From an optimization exercise on the open Yosys and OpenROAD flow, aimed at small area; shortcuts taken in it are not production practice. Function was checked by simulation only, so behaviour that the tests miss may differ from the original. Power is estimated from default activity; no workload was simulated.

== run 1 ==
## qspi_core
module qspi_core (
    input  wire           clk,
    input  wire           rst,
    input  wire           cs_raw,
    input  wire           clk_raw,
    input  wire [3:0]     dq_in,
    output wire [3:0]     dq_out,
    output wire           dq_oe,
    output wire           dir_out,
    input  wire [7:0]     p_valid,
    input  wire [1023:0]  p_pkt,
    input  wire [39:0]    p_bc,
    output wire [7:0]     ack,
    output wire [127:0]   pkt_out,
    output wire [4:0]     bc_out,
    output wire [3:0]     flags_out,
    output wire [7:0]     valid,
    input  wire [7:0]     p_ready,
    output wire           rx_ready
);
Size in the first run: roughly 0.013 sq mm of cells after synthesis.
==> flow/config.mk <==
export PLATFORM = sky130hd
export DESIGN_NAME = qspi_core
export DESIGN_NICKNAME = qspi_core
export VERILOG_FILES = /design/flow/design.v
export SDC_FILE = /design/flow/constraint.sdc
export NUM_CORES = 4
export LEC_CHECK = 0
export CAP_MARGIN = 10
export CORE_AREA = 8 8 362 362
export CTS_BUF_LIST = sky130_fd_sc_hd__clkbuf_4
export DIE_AREA = 0 0 370 370
export SLEW_MARGIN = 10
export SYNTH_HIERARCHICAL = 1
export SYNTH_MINIMUM_KEEP_SIZE = 0
==> flow/constraint.sdc <==
create_clock -name core_clock -period 5.0 [get_ports {clk}]
set_input_delay 1.0000 -clock core_clock [delete_from_list [all_inputs] [get_ports {clk}]]
set_output_delay 1.0000 -clock core_clock [all_outputs]
set_load 0.01 [all_outputs]
standard.sh (not shown) runs the stock make flow with config.mk's settings and CLKGATE_MAP_FILE= SYNTH_SCRIPT=/design/flow/synth_recipe.tcl, a recipe that flattens the netlist after the stock synthesis.
==> flow/flow/run.sh <==
#!/bin/bash
# Layout flow: the standard ORFS flow, with the port buffers made of
# the smallest buffer cell instead of the resizer's default choice.
set -euo pipefail
export BUFFER_PORTS_ARGS="-buffer_cell sky130_fd_sc_hd__buf_1"
bash standard.sh finish > standard_flow.log 2>&1
Complete run, failing final checks: run 1, reason max-slew violations.
The following lists how run 2 was set up differently from run 1:
- swapping 10 for 20 in SLEW_MARGIN
- swapping 10 for 20 in CAP_MARGIN
- swapping 0 0 370 370 for 0 0 440 440 in DIE_AREA
- swapping 8 8 362 362 for 10 10 430 430 in CORE_AREA
- clearing CTS_BUF_LIST, which used to be sky130_fd_sc_hd__clkbuf_4
==> comparison <==
- Run 2 went all the way through the flow, and no timing, DRC or antenna check failed.
- The worst clock skew of run 2 falls short of that of run 1 by 0.12 ns.
- From run 1 to run 2 the numbers moved as follows: cell count higher; worst stage delay on the critical path lost 0.02 ns; sequential fraction of total cell area went down; number of detailed-routing iterations run before antenna repair dropped 3.
- Worst setup path endpoint: ack[0] -> run 1, ack[4] -> run 2
For run 3, these inputs were changed with respect to run 2:
==> flow/run.sh (new file) <==
#!/bin/bash
# synth_recipe.tcl (not shown) runs the flow's synth.tcl, then flattens the netlist and writes it again
# the make line also repeats each setting of config.mk as NAME=value (left out here)
make -C /OpenROAD-flow-scripts/flow DESIGN_CONFIG=/design/flow/config.mk WORK_HOME=/design/flow/orfs CLKGATE_MAP_FILE= SYNTH_SCRIPT=/design/flow/synth_recipe.tcl finish
removed: flow/flow/run.sh
removed: flow/standard.sh
--- outcome ---
Run 3 against run 2; wire length of the first global-routing pass is up by a few percent. Sequential cell fraction of total power in run 3 is 3.7 points below run 2. Where setup slack is concerned, run 2 is outperformed by run 3. Comparing number of antenna violations at the first check in global routing for run 3 and run 2, the bigger number came from run 2. Min remaining max-slew budget at the tightest pin across run 3 and run 2: run 3. Compared with run 2, in run 3 proportion of power drawn by combinational gates went up by 5.6 points, die area was more or less identical, instance count after placement with tap cells included was more or less identical, filler-free cell count of the finished design lost 28, instance count on the critical path rose by 2. Run 2 ended up with ack[4] as its timing endpoint of the critical path; run 3 ended up with dq_out[0].
diff inputs: run 3 => run 4
- SLEW_MARGIN now 10, was 20
- CAP_MARGIN now 10, was 20
- CTS_BUF_LIST now sky130_fd_sc_hd__clkbuf_4, previously not set
==> flow/flow/run.sh (new file) <==
#!/bin/bash
# Layout flow: the standard ORFS flow, with the port buffers made of
# the smallest buffer cell instead of the resizer's default choice.
set -euo pipefail
export BUFFER_PORTS_ARGS="-buffer_cell sky130_fd_sc_hd__buf_1"
bash standard.sh finish > standard_flow.log 2>&1
==> flow/standard.sh (new file) <==
#!/bin/bash
# synth_recipe.tcl (not shown) runs the flow's synth.tcl, then flattens the netlist and writes it again
# the make line also repeats each setting of config.mk as NAME=value (left out here)
make -C /OpenROAD-flow-scripts/flow DESIGN_CONFIG=/design/flow/config.mk WORK_HOME=/design/flow/orfs CLKGATE_MAP_FILE= SYNTH_SCRIPT=/design/flow/synth_recipe.tcl "${@:-finish}"
removed: flow/run.sh
Notes after the runs:
Per the final summary, run 3 finished and its layout is clean on timing, DRC and antenna. Run 4 did not stop at any stage, and its layout met the timing, DRC and antenna checks. Run 4 against run 3: register-to-register slack has decreased; combinational gate power now sits lower; number of buffers inserted to repair setup after CTS now sits higher. Of run 4 and run 3, the run reporting the lower number of gates resized after CTS was run 3. The clock skew of run 4 is higher than that of run 3. The setup slack of run 4 falls short of that of run 3 by 0.22 ns. Sort run 4 and run 3 by total met2 wirelength after detailed routing, descending, and run 3 comes first. Run 4 reports its commonest non-fill, non-tap cell in the layout as sky130_fd_sc_hd__buf_1 while run 3 reports sky130_fd_sc_hd__clkdlybuf4s50_1. In run 4, worst max-slew margin expressed relative to the limit is lower than in run 3. Via count (run 4 over run 3): increase, 1,081. Run 4 vs run 3, cell count went up by 237.

==> afterwards: timing with drivers on the ports <==
Ports are ideal in the flow. The routed layouts listed here were re-timed in OpenROAD.
Step 1 (the two cells are an assumption about what drives the block):
set clk [get_ports {clk}]
set_driving_cell -lib_cell sky130_fd_sc_hd__clkbuf_16 $clk
set_driving_cell -lib_cell sky130_fd_sc_hd__buf_2 [delete_from_list [all_inputs] $clk]
Step 2 adds t to the input delays and takes it off the output delays; t is the mean of the earliest and latest rising clock arrival at the registers after step 1. Input paths then give back, and output paths get back, about the clock's delay inside the block.
Three values: ideal, step 1, step 2; two values: the first two.
run | t (ns) | slack for setup (ns) | worst setup path after step 2
run 1 | 0.998 | 0.578 / 0.517 / 1.117 | register to register
run 2 | 0.732 | 0.577 / 0.489 / 1.222 | register to output
run 3 | 0.699 | 0.597 / 0.501 / 0.895 | input to output
run 4 | 1.111 | 0.377 / 0.286 / 0.522 | register to register
